This design comes from an exercise in tuning for small area, a short achievable clock period and few clock cycles on the open sky130 flow, not from production work. Where RTL was checked, it was by simulation tests only, not by an equivalence proof against the original. Power and IR drop assume default switching activity.

==> wip/ember: inputs <==
// bsac_lag
module bsac_lag (
    input  wire        clk,
    input  wire        rst,
    input  wire        in_valid,
    output wire        in_ready,
    input  wire [31:0] in_data,
    input  wire [6:0]  in_min_period,
    output wire        out_valid,
    input  wire        out_ready,
    output wire [6:0]  out_lag,
    output wire [6:0]  out_best_lag,
    output wire [8:0]  out_best_value,
    output wire [8:0]  out_global_max,
    output wire        out_err
);
==> flow/config.mk <==
export PLATFORM = sky130hd
export DESIGN_NAME = bsac_lag
export DESIGN_NICKNAME = bsac_lag
export VERILOG_FILES = /design/flow/design.v
export SDC_FILE = /design/flow/constraint.sdc
export NUM_CORES = 4
export LEC_CHECK = 0
export CAP_MARGIN = 20
export CORE_MARGIN = 2
export CORE_UTILIZATION = 40
export PLACE_DENSITY = 0.6
export SETUP_SLACK_MARGIN = 5
export SLEW_MARGIN = 20
==> flow/constraint.sdc <==
create_clock -name core_clock -period 10.0 [get_ports {clk}]
set_input_delay 2.0000 -clock core_clock [delete_from_list [all_inputs] [get_ports {clk}]]
set_output_delay 2.0000 -clock core_clock [all_outputs]
set_load 0.01 [all_outputs]
standard.sh (not shown) runs the stock make flow with config.mk's settings and CLKGATE_MAP_FILE= SYNTH_SCRIPT=/design/flow/synth_recipe.tcl, a recipe that flattens the netlist after the stock synthesis.
==> flow/flow/run.sh <==
#!/bin/bash
# The standard layout (the standard.sh: ORFS from synthesis to the final
# layout, unchanged clock and constraints) with two changes to how it is made:
#  - each input and output port is buffered with sky130_fd_sc_hd__buf_4
#    instead of the flow's default buffer choice;
#  - timing repair aims for 6.5 ns of setup slack instead of 5 ns.
set -e
export BUFFER_PORTS_ARGS="-buffer_cell sky130_fd_sc_hd__buf_4"
sed 's/SETUP_SLACK_MARGIN=[0-9.]*/SETUP_SLACK_MARGIN=6.5/' standard.sh > standard_m.sh
bash standard_m.sh > standard.log 2>&1
==> wip/zinc: changes against wip/ember <==
--- a/flow/design.v
+++ b/flow/design.v
@@ -14,11 +14,11 @@
     output wire        out_err
 );
     localparam integer E   = 4;      
     localparam integer LE  = 2;     
     localparam integer LAT = 3;    
-    localparam integer GAP = 2;        
+    localparam integer GAP = 1;        
     localparam [6:0]   LASTW = 7'd127 - E + 7'd1;
     localparam [1:0] H_IDLE = 2'd0, H_RUN = 2'd2, H_CHK = 2'd3;
     reg        have;       
     reg [2:0]  beat;
     reg        busy;       
@@ -42,14 +42,11 @@
     reg [6:0]   ij;        
     reg [14:0]  mk;        
     reg [LAT-1:0] tm;      
     reg [6:0]   tj [0:LAT-1];
     reg [E-1:0] tf [0:LAT-1];   
-    reg         lk;        
-    reg         st_v, st_last;
-    reg [31:0]  st_d;
-    wire        in_rdy  = !lk;
+    wire        in_rdy  = !have;
     wire        beat_ok = in_valid && in_rdy;
     wire [255:0] pkm;
     genvar gb;
     generate
         for (gb = 0; gb < 32; gb = gb + 1) begin : g_mask
@@ -87,11 +84,11 @@
     wire [E-1:0] c_f = tf[LAT-1];
     reg [8:0]  g;
     reg [8:0]  bv;
     reg [6:0]  blr;
     wire [6:0] bl = blr;
-    reg [9:0]  g34;            
+    wire [9:0] g34 = ({1'b0, g} + {g, 1'b0}) >> 2;    
     reg [127:0] pass;
     reg [7:0]  dl;             
     localparam integer NP = E / 2;
     reg [8:0]  pmax [0:NP-1];
     reg [8:0]  pmin [0:NP-1];
@@ -125,11 +122,10 @@
                      (!m0 || pmin[NP-1] < pmin[0]);
     wire       x0  = pmax[0] > g && (NP == 1 || pmax[0] >= pmax[NP-1]);
     wire       x1  = (NP > 1) && pmax[NP-1] > g && pmax[NP-1] > pmax[0];
     integer pw;
     always @(posedge clk) begin
-        g34 <= ({1'b0, g} + {g, 1'b0}) >> 2;
         if (c_v && c_m) begin
             for (pw = 0; pw < 128 / E; pw = pw + 1)
                 if (c_j[6:LE] == pw)
                     pass[pw*E +: E] <= pbit;
             dl <= {1'b0, c_j} + E;
@@ -163,10 +159,11 @@
     reg        cph;        
     reg        pk_r, cv_r;
     reg [6:0]  rlag;
     reg        rerr;
     reg [2:0]  mpl;        
+    reg        mp2;        
     reg        ds_act;
     reg [6:0]  ds_d;
     reg [8:0]  ds_d3;      
     function [8:0] r4step;
         input [6:0] rem;
@@ -193,11 +190,11 @@
     reg [6:0]  a_d, a_r, b_d, b_r;
     reg [8:0]  a_d3, b_d3;
     reg [2:0]  a_q;
     reg [4:0]  b_q;
     reg        dv_ov, dv_pk, dv_cv, dv_lt;
-    reg [6:0]  dv_dd, dv_r, dv_q;
+    reg [6:0]  dv_r, dv_q;
     wire       q6 = bl[6] && ds_d == 7'd1;
     wire [8:0] sa = r4step({6'd0, bl[6] && !q6}, bl[5:4], ds_d, ds_d3);
     wire [8:0] sb = r4step(a_r, bl[3:2], a_d, a_d3);
     wire [8:0] sc = r4step(b_r, bl[1:0], b_d, b_d3);
     wire [3:0] pk4 = pass[{b_q, 2'b00} +: 4];
@@ -207,37 +204,43 @@
         for (gq = 0; gq < 4; gq = gq + 1) begin : g_q4
             assign cv4[gq] = {1'b0, b_q, gq[1:0]} < dl;
             assign lt4[gq] = {b_q, gq[1:0]} < mp;
         end
     endgenerate
-    wire       stall = (hs == H_CHK);
+    reg        stall;      
     always @(posedge clk) if (!stall) begin
         a_d  <= ds_d;
         a_d3 <= ds_d3;
         a_r  <= sa[6:0];
         a_q  <= {q6, sa[8:7]};
         b_d  <= a_d;
         b_d3 <= a_d3;
         b_r  <= sb[6:0];
         b_q  <= {a_q, sb[8:7]};
-        dv_dd <= b_d;
         dv_r  <= sc[6:0];
         dv_q  <= {b_q, sc[8:7]};
         dv_pk <= pk4[sc[8:7]];
         dv_cv <= cv4[sc[8:7]];
         dv_lt <= lt4[sc[8:7]];
     end
-    wire       qhit  = dv_ov && dv_dd == ed;
+    wire       qhit  = dv_ov;
+    reg        ed2, d2, klast;    
     wire       qskip = qhit && (dv_lt || (dv_cv && !dv_pk));
+    wire       qpass = dv_cv && dv_pk;           
+    wire [7:0] r2    = {dv_r, 1'b0};
+    wire       c2    = r2 >= {1'b0, ed};
     reg  [7:0] rrd;        
     reg  [6:0] qq1;        
     wire [7:0] rsum  = {1'b0, racc} + {1'b0, rr};
     wire [7:0] rsmd  = {1'b0, racc} + rrd;
     wire       rcy   = !rsmd[7];
+    wire [6:0] tgt_a = tgt + qq;
+    wire [6:0] tgt_b = tgt + qq1;
     wire       cdec  = (hs == H_CHK) && cph && cv_r;    
     wire       hshort = {1'b0, bl} < {mp, 1'b0};        
-    wire [6:0] d0    = bl >> mpl;
+    wire [10:0] bl11 = {1'b0, bl, 3'b0} + {3'b0, bl, 1'b0} + {4'b0, bl};
+    wire [6:0] d0    = mp2 ? bl11 >> ({1'b0, mpl} + 4'd4) : bl >> mpl;
     reg        fin;
     reg [6:0]  fin_lag;
     always @(*) begin
         fin = 1'b0;
         fin_lag = bl;
@@ -245,76 +248,100 @@
             fin = 1'b1;
             if (mp == 7'd0)
                 fin_lag = 7'd0;
         end
         case (hs)
-        H_RUN: if (qskip && ed == 7'd2) fin = 1'b1;
+        H_RUN: if (qhit) begin
+            if (qskip && ed2)
+                fin = 1'b1;
+            if (!qskip && qpass && ed2) begin
+                fin = 1'b1;
+                fin_lag = dv_q;
+            end
+        end
         H_CHK: if (cdec) begin
             if (pk_r) begin
-                if (k + 7'd1 == d) begin
+                if (klast) begin
                     fin = 1'b1;
                     fin_lag = qq;
                 end
-            end else if (d == 7'd2) begin
+            end else if (d2) begin
                 fin = 1'b1;
             end
         end
         default: ;
         endcase
     end
+    reg [6:0]  d0r;
+    reg        hgo2, chgp, chg;
     wire       lastm = rv && rj == LASTW;
-    wire       sps   = lastm && mp != 7'd0 && d0 >= 7'd2;
-    reg        sp, chg;
-    wire       ds_rs = sps || (hgo && mp != 7'd0 && !hshort && (chg || !sp));
-    wire [8:0] d0x3  = {2'b0, d0} + {1'b0, d0, 1'b0};
+    wire       sps   = lastm && mp != 7'd0;
+    wire       rsx   = hgo2 && chg && (hs == H_RUN);
+    wire       ds_rs = sps || rsx;
+    wire [8:0] d0x3  = {2'b0, d0r} + {1'b0, d0r, 1'b0};
     wire di_v = ds_act && !ds_rs && !stall;
     always @(posedge clk) begin
-        if (lastm) begin
-            sp  <= sps;
-            chg <= m0 || m1;
-        end
+        d0r <= d0;
+        if (rv)
+            chgp <= m0 || m1;
+        if (lastm)
+            chg <= m0 || m1 || chgp;
         if (ds_rs) begin
-            ds_d  <= d0;
+            ds_d  <= d0r;
             ds_d3 <= d0x3;
         end else if (ds_act && !stall) begin
             ds_d  <= ds_d - 7'd1;
             ds_d3 <= ds_d3 - 9'd3;
         end
         pk_r <= pass[tgt];
         cv_r <= {1'b0, tgt} < dl;
-        if (hgo)
-            ed <= d0;
+        if (ds_rs) begin
+            ed  <= d0r;
+            ed2 <= d0r == 7'd2;
+        end
         case (hs)
         H_RUN: if (qhit) begin
             if (qskip) begin
-                ed <= ed - 7'd1;
+                ed  <= ed - 7'd1;
+                ed2 <= ed == 7'd3;
             end else begin
                 qq   <= dv_q;
                 qq1  <= dv_q + 7'd1;
                 rrd  <= {1'b0, dv_r} - {1'b0, ed};
                 rr   <= dv_r;
-                tgt  <= dv_q;
-                racc <= dv_r;
-                k    <= 7'd1;
                 d    <= ed;
+                d2   <= ed2;
                 cph  <= 1'b0;
+                if (qpass) begin
+                    tgt   <= {dv_q[5:0], 1'b0} + {6'd0, c2};
+                    racc  <= c2 ? r2 - ed : r2[6:0];
+                    k     <= 7'd2;
+                    klast <= ed == 7'd3;
+                end else begin
+                    tgt   <= dv_q;
+                    racc  <= dv_r;
+                    k     <= 7'd1;
+                    klast <= ed2;
+                end
             end
         end
         H_CHK: begin
             cph <= !cph;
             if (cdec) begin
                 if (pk_r) begin
                     k <= k + 7'd1;
+                    klast <= k + 7'd2 == d;
                     if (rcy) begin
                         racc <= rsmd[6:0];
-                        tgt  <= tgt + qq1;
+                        tgt  <= tgt_b;
                     end else begin
                         racc <= rsum[6:0];
-                        tgt  <= tgt + qq;
+                        tgt  <= tgt_a;
                     end
                 end else begin
-                    ed <= d - 7'd1;
+                    ed  <= d - 7'd1;
+                    ed2 <= d == 7'd3;
                 end
             end
         end
         default: ;
         endcase
@@ -336,13 +363,12 @@
                   (is_st && iss && ij != LASTW && !fin &&
                    !((hs != H_IDLE) && ({1'b0, ij} + E >= {1'b0, bl})));
     wire [6:0] ij_nx = (!iss || (is_sw && ij == LASTW)) ? 7'd0 : ij + E;
     integer mb;
     always @(posedge clk) begin
-        st_d <= in_data;
-        if (st_v)
-            nb <= {nb[223:0], st_d};
+        if (beat_ok)
+            nb <= {nb[223:0], in_data};
         if (start)
             pk <= nb;
         if (iss)
             sh <= sh << E;
         else
@@ -356,21 +382,20 @@
         end
         if (start) begin
             mp  <= mp_ld;
             mpl <= mp_ld[6] ? 3'd6 : mp_ld[5] ? 3'd5 : mp_ld[4] ? 3'd4 :
                    mp_ld[3] ? 3'd3 : mp_ld[2] ? 3'd2 : mp_ld[1] ? 3'd1 : 3'd0;
+            mp2 <= mp_ld[6] ? mp_ld[5] : mp_ld[5] ? mp_ld[4] : mp_ld[4] ? mp_ld[3] :
+                   mp_ld[3] ? mp_ld[2] : mp_ld[2] ? mp_ld[1] : mp_ld[1] ? mp_ld[0] : 1'b0;
         end
         ij <= ij_nx;
         for (mb = 0; mb < 15; mb = mb + 1)
             mk[mb] <= mb >= ij_nx[6:3];
     end
     always @(posedge clk) begin
         if (rst) begin
             have   <= 1'b0;
-            lk     <= 1'b0;
-            st_v   <= 1'b0;
-            st_last <= 1'b0;
             beat   <= 3'd0;
             busy   <= 1'b0;
             pre    <= 1'b0;
             is_sw  <= 1'b0;
             is_gap <= 1'b0;
@@ -378,31 +403,28 @@
             iss    <= 1'b0;
             gapc   <= 2'd0;
             tv     <= {LAT{1'b0}};
             rv     <= 1'b0;
             hgo    <= 1'b0;
+            hgo2   <= 1'b0;
             hs     <= H_IDLE;
+            stall  <= 1'b0;
             dn     <= 1'b0;
             ov     <= 1'b0;
             ds_act <= 1'b0;
             a_v    <= 1'b0;
             b_v    <= 1'b0;
             dv_ov  <= 1'b0;
         end else begin
-            st_v    <= beat_ok;
-            st_last <= beat_ok && beat == 3'd7;
             if (beat_ok) begin
                 beat <= beat + 3'd1;
                 if (beat == 3'd7)
-                    lk <= 1'b1;
+                    have <= 1'b1;
             end
-            if (st_last)
-                have <= 1'b1;
             pre <= start;
             if (start) begin
                 have <= 1'b0;
-                lk   <= 1'b0;
                 busy <= 1'b1;
             end
             iss <= iss_nx;
             if (pre)
                 is_sw <= 1'b1;
@@ -421,19 +443,26 @@
             if (is_st && !iss_nx)
                 is_st <= 1'b0;
             tv  <= {tv[LAT-2:0], iss};
             rv  <= c_v && !c_m;
             hgo <= rv && rj == LASTW;
-            if (!stall) begin
+            hgo2 <= hgo;
+            if (rsx) begin
+                a_v   <= 1'b0;
+                b_v   <= 1'b0;
+                dv_ov <= 1'b0;
+            end else if (!stall) begin
                 a_v   <= di_v;
                 b_v   <= a_v;
                 dv_ov <= b_v;
             end
             if (ds_rs)
                 ds_act <= 1'b1;
             else if (ds_act && ds_d == 7'd2 && !stall)
                 ds_act <= 1'b0;
+            stall <= ((hs == H_RUN) && qhit && !qskip && !fin) ||
+                     ((hs == H_CHK) && !(cdec && !pk_r) && !fin);
             if (hgo && !fin)
                 hs <= H_RUN;
             case (hs)
             H_RUN: if (qhit && !qskip) hs <= H_CHK;
             H_CHK: if (cdec && !pk_r && !fin) hs <= H_RUN;
==> flow/flow/run.sh (replaced) <==
#!/bin/bash
# The standard layout (the standard.sh: ORFS from synthesis to the final
# layout, unchanged clock and constraints) with two changes to how it is made:
#  - each input and output port is buffered with sky130_fd_sc_hd__buf_4
#    instead of the flow's default buffer choice;
#  - timing repair aims for 7 ns of setup slack instead of 5 ns.
set -e
export BUFFER_PORTS_ARGS="-buffer_cell sky130_fd_sc_hd__buf_4"
sed 's/SETUP_SLACK_MARGIN=[0-9.]*/SETUP_SLACK_MARGIN=7/' standard.sh > standard_m.sh
bash standard_m.sh > standard.log 2>&1
ABC_AREA = 1   (was unset)
==> wip/violet: changes against wip/ember <==
--- a/flow/design.v
+++ b/flow/design.v
@@ -14,11 +14,11 @@
     output wire        out_err
 );
     localparam integer E   = 4;      
     localparam integer LE  = 2;     
     localparam integer LAT = 3;    
-    localparam integer GAP = 2;        
+    localparam integer GAP = 1;        
     localparam [6:0]   LASTW = 7'd127 - E + 7'd1;
     localparam [1:0] H_IDLE = 2'd0, H_RUN = 2'd2, H_CHK = 2'd3;
     reg        have;       
     reg [2:0]  beat;
     reg        busy;       
@@ -87,11 +87,11 @@
     wire [E-1:0] c_f = tf[LAT-1];
     reg [8:0]  g;
     reg [8:0]  bv;
     reg [6:0]  blr;
     wire [6:0] bl = blr;
-    reg [9:0]  g34;            
+    wire [9:0] g34 = ({1'b0, g} + {g, 1'b0}) >> 2;    
     reg [127:0] pass;
     reg [7:0]  dl;             
     localparam integer NP = E / 2;
     reg [8:0]  pmax [0:NP-1];
     reg [8:0]  pmin [0:NP-1];
@@ -125,11 +125,10 @@
                      (!m0 || pmin[NP-1] < pmin[0]);
     wire       x0  = pmax[0] > g && (NP == 1 || pmax[0] >= pmax[NP-1]);
     wire       x1  = (NP > 1) && pmax[NP-1] > g && pmax[NP-1] > pmax[0];
     integer pw;
     always @(posedge clk) begin
-        g34 <= ({1'b0, g} + {g, 1'b0}) >> 2;
         if (c_v && c_m) begin
             for (pw = 0; pw < 128 / E; pw = pw + 1)
                 if (c_j[6:LE] == pw)
                     pass[pw*E +: E] <= pbit;
             dl <= {1'b0, c_j} + E;
@@ -163,10 +162,11 @@
     reg        cph;        
     reg        pk_r, cv_r;
     reg [6:0]  rlag;
     reg        rerr;
     reg [2:0]  mpl;        
+    reg        mp2;        
     reg        ds_act;
     reg [6:0]  ds_d;
     reg [8:0]  ds_d3;      
     function [8:0] r4step;
         input [6:0] rem;
@@ -193,11 +193,11 @@
     reg [6:0]  a_d, a_r, b_d, b_r;
     reg [8:0]  a_d3, b_d3;
     reg [2:0]  a_q;
     reg [4:0]  b_q;
     reg        dv_ov, dv_pk, dv_cv, dv_lt;
-    reg [6:0]  dv_dd, dv_r, dv_q;
+    reg [6:0]  dv_r, dv_q;
     wire       q6 = bl[6] && ds_d == 7'd1;
     wire [8:0] sa = r4step({6'd0, bl[6] && !q6}, bl[5:4], ds_d, ds_d3);
     wire [8:0] sb = r4step(a_r, bl[3:2], a_d, a_d3);
     wire [8:0] sc = r4step(b_r, bl[1:0], b_d, b_d3);
     wire [3:0] pk4 = pass[{b_q, 2'b00} +: 4];
@@ -207,37 +207,38 @@
         for (gq = 0; gq < 4; gq = gq + 1) begin : g_q4
             assign cv4[gq] = {1'b0, b_q, gq[1:0]} < dl;
             assign lt4[gq] = {b_q, gq[1:0]} < mp;
         end
     endgenerate
-    wire       stall = (hs == H_CHK);
+    reg        stall;      
     always @(posedge clk) if (!stall) begin
         a_d  <= ds_d;
         a_d3 <= ds_d3;
         a_r  <= sa[6:0];
         a_q  <= {q6, sa[8:7]};
         b_d  <= a_d;
         b_d3 <= a_d3;
         b_r  <= sb[6:0];
         b_q  <= {a_q, sb[8:7]};
-        dv_dd <= b_d;
         dv_r  <= sc[6:0];
         dv_q  <= {b_q, sc[8:7]};
         dv_pk <= pk4[sc[8:7]];
         dv_cv <= cv4[sc[8:7]];
         dv_lt <= lt4[sc[8:7]];
     end
-    wire       qhit  = dv_ov && dv_dd == ed;
+    wire       qhit  = dv_ov;
+    reg        ed2, d2, klast;    
     wire       qskip = qhit && (dv_lt || (dv_cv && !dv_pk));
     reg  [7:0] rrd;        
     reg  [6:0] qq1;        
     wire [7:0] rsum  = {1'b0, racc} + {1'b0, rr};
     wire [7:0] rsmd  = {1'b0, racc} + rrd;
     wire       rcy   = !rsmd[7];
     wire       cdec  = (hs == H_CHK) && cph && cv_r;    
     wire       hshort = {1'b0, bl} < {mp, 1'b0};        
-    wire [6:0] d0    = bl >> mpl;
+    wire [10:0] bl11 = {1'b0, bl, 3'b0} + {3'b0, bl, 1'b0} + {4'b0, bl};
+    wire [6:0] d0    = mp2 ? bl11 >> ({1'b0, mpl} + 4'd4) : bl >> mpl;
     reg        fin;
     reg [6:0]  fin_lag;
     always @(*) begin
         fin = 1'b0;
         fin_lag = bl;
@@ -245,18 +246,18 @@
             fin = 1'b1;
             if (mp == 7'd0)
                 fin_lag = 7'd0;
         end
         case (hs)
-        H_RUN: if (qskip && ed == 7'd2) fin = 1'b1;
+        H_RUN: if (qskip && ed2) fin = 1'b1;
         H_CHK: if (cdec) begin
             if (pk_r) begin
-                if (k + 7'd1 == d) begin
+                if (klast) begin
                     fin = 1'b1;
                     fin_lag = qq;
                 end
-            end else if (d == 7'd2) begin
+            end else if (d2) begin
                 fin = 1'b1;
             end
         end
         default: ;
         endcase
@@ -280,41 +281,47 @@
             ds_d3 <= ds_d3 - 9'd3;
         end
         pk_r <= pass[tgt];
         cv_r <= {1'b0, tgt} < dl;
         if (hgo)
-            ed <= d0;
+            ed  <= d0;
+            ed2 <= d0 == 7'd2;
         case (hs)
         H_RUN: if (qhit) begin
             if (qskip) begin
-                ed <= ed - 7'd1;
+                ed  <= ed - 7'd1;
+                ed2 <= ed == 7'd3;
             end else begin
                 qq   <= dv_q;
                 qq1  <= dv_q + 7'd1;
                 rrd  <= {1'b0, dv_r} - {1'b0, ed};
                 rr   <= dv_r;
                 tgt  <= dv_q;
                 racc <= dv_r;
                 k    <= 7'd1;
                 d    <= ed;
+                d2   <= ed2;
+                klast <= ed2;
                 cph  <= 1'b0;
             end
         end
         H_CHK: begin
             cph <= !cph;
             if (cdec) begin
                 if (pk_r) begin
                     k <= k + 7'd1;
+                    klast <= k + 7'd2 == d;
                     if (rcy) begin
                         racc <= rsmd[6:0];
                         tgt  <= tgt + qq1;
                     end else begin
                         racc <= rsum[6:0];
                         tgt  <= tgt + qq;
                     end
                 end else begin
-                    ed <= d - 7'd1;
+                    ed  <= d - 7'd1;
+                    ed2 <= d == 7'd3;
                 end
             end
         end
         default: ;
         endcase
@@ -356,10 +363,12 @@
         end
         if (start) begin
             mp  <= mp_ld;
             mpl <= mp_ld[6] ? 3'd6 : mp_ld[5] ? 3'd5 : mp_ld[4] ? 3'd4 :
                    mp_ld[3] ? 3'd3 : mp_ld[2] ? 3'd2 : mp_ld[1] ? 3'd1 : 3'd0;
+            mp2 <= mp_ld[6] ? mp_ld[5] : mp_ld[5] ? mp_ld[4] : mp_ld[4] ? mp_ld[3] :
+                   mp_ld[3] ? mp_ld[2] : mp_ld[2] ? mp_ld[1] : mp_ld[1] ? mp_ld[0] : 1'b0;
         end
         ij <= ij_nx;
         for (mb = 0; mb < 15; mb = mb + 1)
             mk[mb] <= mb >= ij_nx[6:3];
     end
@@ -379,10 +388,11 @@
             gapc   <= 2'd0;
             tv     <= {LAT{1'b0}};
             rv     <= 1'b0;
             hgo    <= 1'b0;
             hs     <= H_IDLE;
+            stall  <= 1'b0;
             dn     <= 1'b0;
             ov     <= 1'b0;
             ds_act <= 1'b0;
             a_v    <= 1'b0;
             b_v    <= 1'b0;
@@ -430,10 +440,12 @@
             end
             if (ds_rs)
                 ds_act <= 1'b1;
             else if (ds_act && ds_d == 7'd2 && !stall)
                 ds_act <= 1'b0;
+            stall <= ((hs == H_RUN) && qhit && !qskip) ||
+                     ((hs == H_CHK) && !(cdec && !pk_r) && !fin);
             if (hgo && !fin)
                 hs <= H_RUN;
             case (hs)
             H_RUN: if (qhit && !qskip) hs <= H_CHK;
             H_CHK: if (cdec && !pk_r && !fin) hs <= H_RUN;
==> wip/lagoon: changes against wip/ember <==
--- a/flow/design.v
+++ b/flow/design.v
@@ -158,18 +158,21 @@
     reg [6:0]  qq;         
     reg [6:0]  rr;         
     reg [6:0]  k;
     reg [6:0]  tgt;        
     reg [6:0]  racc;       
+    reg [2:0]  hc;         
     reg        cph;        
     reg        pk_r, cv_r;
     reg [6:0]  rlag;
     reg        rerr;
     reg [2:0]  mpl;        
     reg        ds_act;
     reg [6:0]  ds_d;
     reg [8:0]  ds_d3;      
+    reg [8:0]  e3;         
+    reg [8:0]  d3r;        
     function [8:0] r4step;
         input [6:0] rem;
         input [1:0] nn;
         input [6:0] dd;
         input [8:0] d3;        
@@ -207,12 +210,11 @@
         for (gq = 0; gq < 4; gq = gq + 1) begin : g_q4
             assign cv4[gq] = {1'b0, b_q, gq[1:0]} < dl;
             assign lt4[gq] = {b_q, gq[1:0]} < mp;
         end
     endgenerate
-    wire       stall = (hs == H_CHK);
-    always @(posedge clk) if (!stall) begin
+    always @(posedge clk) begin
         a_d  <= ds_d;
         a_d3 <= ds_d3;
         a_r  <= sa[6:0];
         a_q  <= {q6, sa[8:7]};
         b_d  <= a_d;
@@ -226,15 +228,12 @@
         dv_cv <= cv4[sc[8:7]];
         dv_lt <= lt4[sc[8:7]];
     end
     wire       qhit  = dv_ov && dv_dd == ed;
     wire       qskip = qhit && (dv_lt || (dv_cv && !dv_pk));
-    reg  [7:0] rrd;        
-    reg  [6:0] qq1;        
     wire [7:0] rsum  = {1'b0, racc} + {1'b0, rr};
-    wire [7:0] rsmd  = {1'b0, racc} + rrd;
-    wire       rcy   = !rsmd[7];
+    wire       rcy   = rsum >= {1'b0, d};
     wire       cdec  = (hs == H_CHK) && cph && cv_r;    
     wire       hshort = {1'b0, bl} < {mp, 1'b0};        
     wire [6:0] d0    = bl >> mpl;
     reg        fin;
     reg [6:0]  fin_lag;
@@ -259,62 +258,83 @@
             end
         end
         default: ;
         endcase
     end
-    wire       lastm = rv && rj == LASTW;
-    wire       sps   = lastm && mp != 7'd0 && d0 >= 7'd2;
-    reg        sp, chg;
-    wire       ds_rs = sps || (hgo && mp != 7'd0 && !hshort && (chg || !sp));
-    wire [8:0] d0x3  = {2'b0, d0} + {1'b0, d0, 1'b0};
-    wire di_v = ds_act && !ds_rs && !stall;
-    always @(posedge clk) begin
-        if (lastm) begin
-            sp  <= sps;
-            chg <= m0 || m1;
+    reg        ds_rs;
+    reg [6:0]  ds_rd;
+    reg [8:0]  ds_rd3;
+    wire [8:0] d0x3 = {2'b0, d0} + {1'b0, d0, 1'b0};
+    always @(*) begin
+        ds_rs = 1'b0;
+        ds_rd = d0;
+        ds_rd3 = d0x3;
+        if (hgo && mp != 7'd0 && !hshort)
+            ds_rs = 1'b1;
+        case (hs)
+        H_RUN: if (qhit && !qskip) begin
+            ds_rs = 1'b1;
+            ds_rd = ed - 7'd1;
+            ds_rd3 = e3 - 9'd3;
+        end
+        H_CHK: if (cdec && !pk_r && hc >= 3'd3) begin
+            ds_rs = 1'b1;
+            ds_rd = d - 7'd1;
+            ds_rd3 = d3r - 9'd3;
         end
+        default: ;
+        endcase
+    end
+    wire di_v = ds_act && !ds_rs;
+    always @(posedge clk) begin
         if (ds_rs) begin
-            ds_d  <= d0;
-            ds_d3 <= d0x3;
-        end else if (ds_act && !stall) begin
+            ds_d  <= ds_rd;
+            ds_d3 <= ds_rd3;
+        end else if (ds_act) begin
             ds_d  <= ds_d - 7'd1;
             ds_d3 <= ds_d3 - 9'd3;
         end
         pk_r <= pass[tgt];
         cv_r <= {1'b0, tgt} < dl;
-        if (hgo)
+        if (hgo) begin
             ed <= d0;
+            e3 <= d0x3;
+        end
         case (hs)
         H_RUN: if (qhit) begin
             if (qskip) begin
                 ed <= ed - 7'd1;
+                e3 <= e3 - 9'd3;
             end else begin
+                d3r  <= e3;
                 qq   <= dv_q;
-                qq1  <= dv_q + 7'd1;
-                rrd  <= {1'b0, dv_r} - {1'b0, ed};
                 rr   <= dv_r;
                 tgt  <= dv_q;
                 racc <= dv_r;
                 k    <= 7'd1;
                 d    <= ed;
+                hc   <= 3'd0;
                 cph  <= 1'b0;
             end
         end
         H_CHK: begin
+            if (!hc[2])
+                hc <= hc + 3'd1;
             cph <= !cph;
             if (cdec) begin
                 if (pk_r) begin
                     k <= k + 7'd1;
                     if (rcy) begin
-                        racc <= rsmd[6:0];
-                        tgt  <= tgt + qq1;
+                        racc <= rsum[6:0] - d;
+                        tgt  <= tgt + qq + 7'd1;
                     end else begin
                         racc <= rsum[6:0];
                         tgt  <= tgt + qq;
                     end
                 end else begin
                     ed <= d - 7'd1;
+                    e3 <= d3r - 9'd3;
                 end
             end
         end
         default: ;
         endcase
@@ -421,18 +441,16 @@
             if (is_st && !iss_nx)
                 is_st <= 1'b0;
             tv  <= {tv[LAT-2:0], iss};
             rv  <= c_v && !c_m;
             hgo <= rv && rj == LASTW;
-            if (!stall) begin
-                a_v   <= di_v;
-                b_v   <= a_v;
-                dv_ov <= b_v;
-            end
+            a_v   <= di_v;
+            b_v   <= a_v;
+            dv_ov <= b_v;
             if (ds_rs)
-                ds_act <= 1'b1;
-            else if (ds_act && ds_d == 7'd2 && !stall)
+                ds_act <= (ds_rd >= 7'd2);
+            else if (ds_act && ds_d == 7'd2)
                 ds_act <= 1'b0;
             if (hgo && !fin)
                 hs <= H_RUN;
             case (hs)
             H_RUN: if (qhit && !qskip) hs <= H_CHK;
==> flow/run.sh (new file) <==
#!/bin/bash
# synth_recipe.tcl (not shown) runs the flow's synth.tcl, then flattens the netlist and writes it again
# the make line also repeats each setting of config.mk as NAME=value (left out here)
make -C /OpenROAD-flow-scripts/flow DESIGN_CONFIG=/design/flow/config.mk WORK_HOME=/design/flow/orfs CLKGATE_MAP_FILE= SYNTH_SCRIPT=/design/flow/synth_recipe.tcl finish
removed: flow/flow/run.sh
removed: flow/standard.sh
==> comparison table <==
Relative slew margins: wip/lagoon 24.4%; wip/ember 30.5%; wip/zinc 18.2%; wip/violet 17.8%
Utilization after layout: wip/lagoon 44.3%; wip/ember 44.4%; wip/zinc 48.1%; wip/violet 44.8%
DRT Wirelength: wip/lagoon 246000 um; wip/ember 241000 um; wip/zinc 274000 um; wip/violet 249000 um
Largest fanout of any net on the critical path: wip/lagoon 1; wip/ember 4; wip/zinc 1; wip/violet 9
Fraction of the mapped netlist area in adder cells: wip/lagoon 25.9%; wip/ember 26.1%; wip/zinc 25.8%; wip/violet 26.1%
Layout overhead on the synthesized area: wip/lagoon 10.3%; wip/ember 10.3%; wip/zinc 19.6%; wip/violet 11.5%
Post-Syn Instances: wip/lagoon 7194; wip/ember 7088; wip/zinc 8851; wip/violet 7157
CP endpoint kind: wip/lagoon output pin; wip/ember register; wip/zinc output pin; wip/violet register
Number of buffers and inverters on the critical path: wip/lagoon 1; wip/ember 1; wip/zinc 1; wip/violet 6
Destination of the worst register-to-register timing path: wip/lagoon ds_d3[7]; wip/ember tgt[6]; wip/zinc g_eng[3].u_pc.r413; wip/violet ds_d3[7]
Starting density of the core: wip/lagoon 40.2%; wip/ember 40.2%; wip/zinc 40.2%; wip/violet 40.2%
Sequential share of cell area: wip/lagoon 39.7%; wip/ember 40.3%; wip/zinc 35.8%; wip/violet 39.4%
Wire length of the first global-routing pass: wip/lagoon 362000 um; wip/ember 360000 um; wip/zinc 403000 um; wip/violet 367000 um
Amount of wire on met2 after detailed routing: wip/lagoon 117000 um; wip/ember 114000 um; wip/zinc 131000 um; wip/violet 117000 um
Prevailing post-synth register cell: wip/lagoon sky130_fd_sc_hd__dfxtp_1; wip/ember sky130_fd_sc_hd__edfxtp_1; wip/zinc sky130_fd_sc_hd__edfxtp_1; wip/violet sky130_fd_sc_hd__edfxtp_1
Run status: wip/lagoon finished clean; wip/ember finished clean; wip/zinc finished clean; wip/violet finished clean
PD cells: wip/lagoon 162 nW/um^2; wip/ember 164 nW/um^2; wip/zinc 207 nW/um^2; wip/violet 164 nW/um^2
Count of multi-input gates: wip/lagoon 4249; wip/ember 4122; wip/zinc 5625; wip/violet 4205
Synth cell types: wip/lagoon 75; wip/ember 69; wip/zinc 59; wip/violet 78
Final cell count without fillers: wip/lagoon 10200; wip/ember 10100; wip/zinc 12200; wip/violet 10200
Number of synthesized register bits: wip/lagoon 1631; wip/ember 1627; wip/zinc 1590; wip/violet 1617
Number of sequential storage elements: wip/lagoon 1631; wip/ember 1627; wip/zinc 1590; wip/violet 1617
Sequential element share of the synthesized area: wip/lagoon 43.7%; wip/ember 44.5%; wip/zinc 42.7%; wip/violet 43.9%
Number of enable-type register cells in the synthesized netlist: wip/lagoon 776; wip/ember 859; wip/zinc 855; wip/violet 855
Share of post-route cells with drive strength above 1: wip/lagoon 10.7%; wip/ember 12.5%; wip/zinc 22.3%; wip/violet 14.0%
Testbench counts of wip/zinc, summed over its fixed seeds: cycles 7,717.
Testbench counts of wip/violet, summed over its fixed seeds: cycles 7,815.
Testbench counts of wip/lagoon, summed over its fixed seeds: cycles 8,173.
The RTL of wip/ember was laid out without a check of its function.

-- static timing again, ports no longer ideal --
In the flow no input, the clock included, has a driving cell. The finished layouts below were timed again as built, in two steps. Step 1 sets driving cells, clkbuf_16 on the clock port and buf_2 on the other inputs (assumed; they add their load-dependent delay and slew). Step 2, shift: input delay + t, output delay - t, t = (earliest + latest rising clock arrival at the registers) / 2. This alone moves slack from input paths to output paths. Three values: ideal, step 1, step 2; two values: the first two.
run	t (ns)	setup slack, ns	latest minus earliest clock arrival (ns)
wip/ember	0.903	6.347 / 6.347 / 6.347	0.080 / 0.080
wip/zinc	0.916	6.564 / 6.479 / 6.223	0.073 / 0.073
wip/violet	0.911	5.502 / 5.502 / 5.502	0.071 / 0.072
wip/lagoon	0.911	6.064 / 5.973 / 6.142	0.071 / 0.071
After both steps setup and hold are still met in every run listed. The setup slack of wip/zinc, which loses most, moves by -0.085 ns with the drivers and by -0.341 ns with both steps.
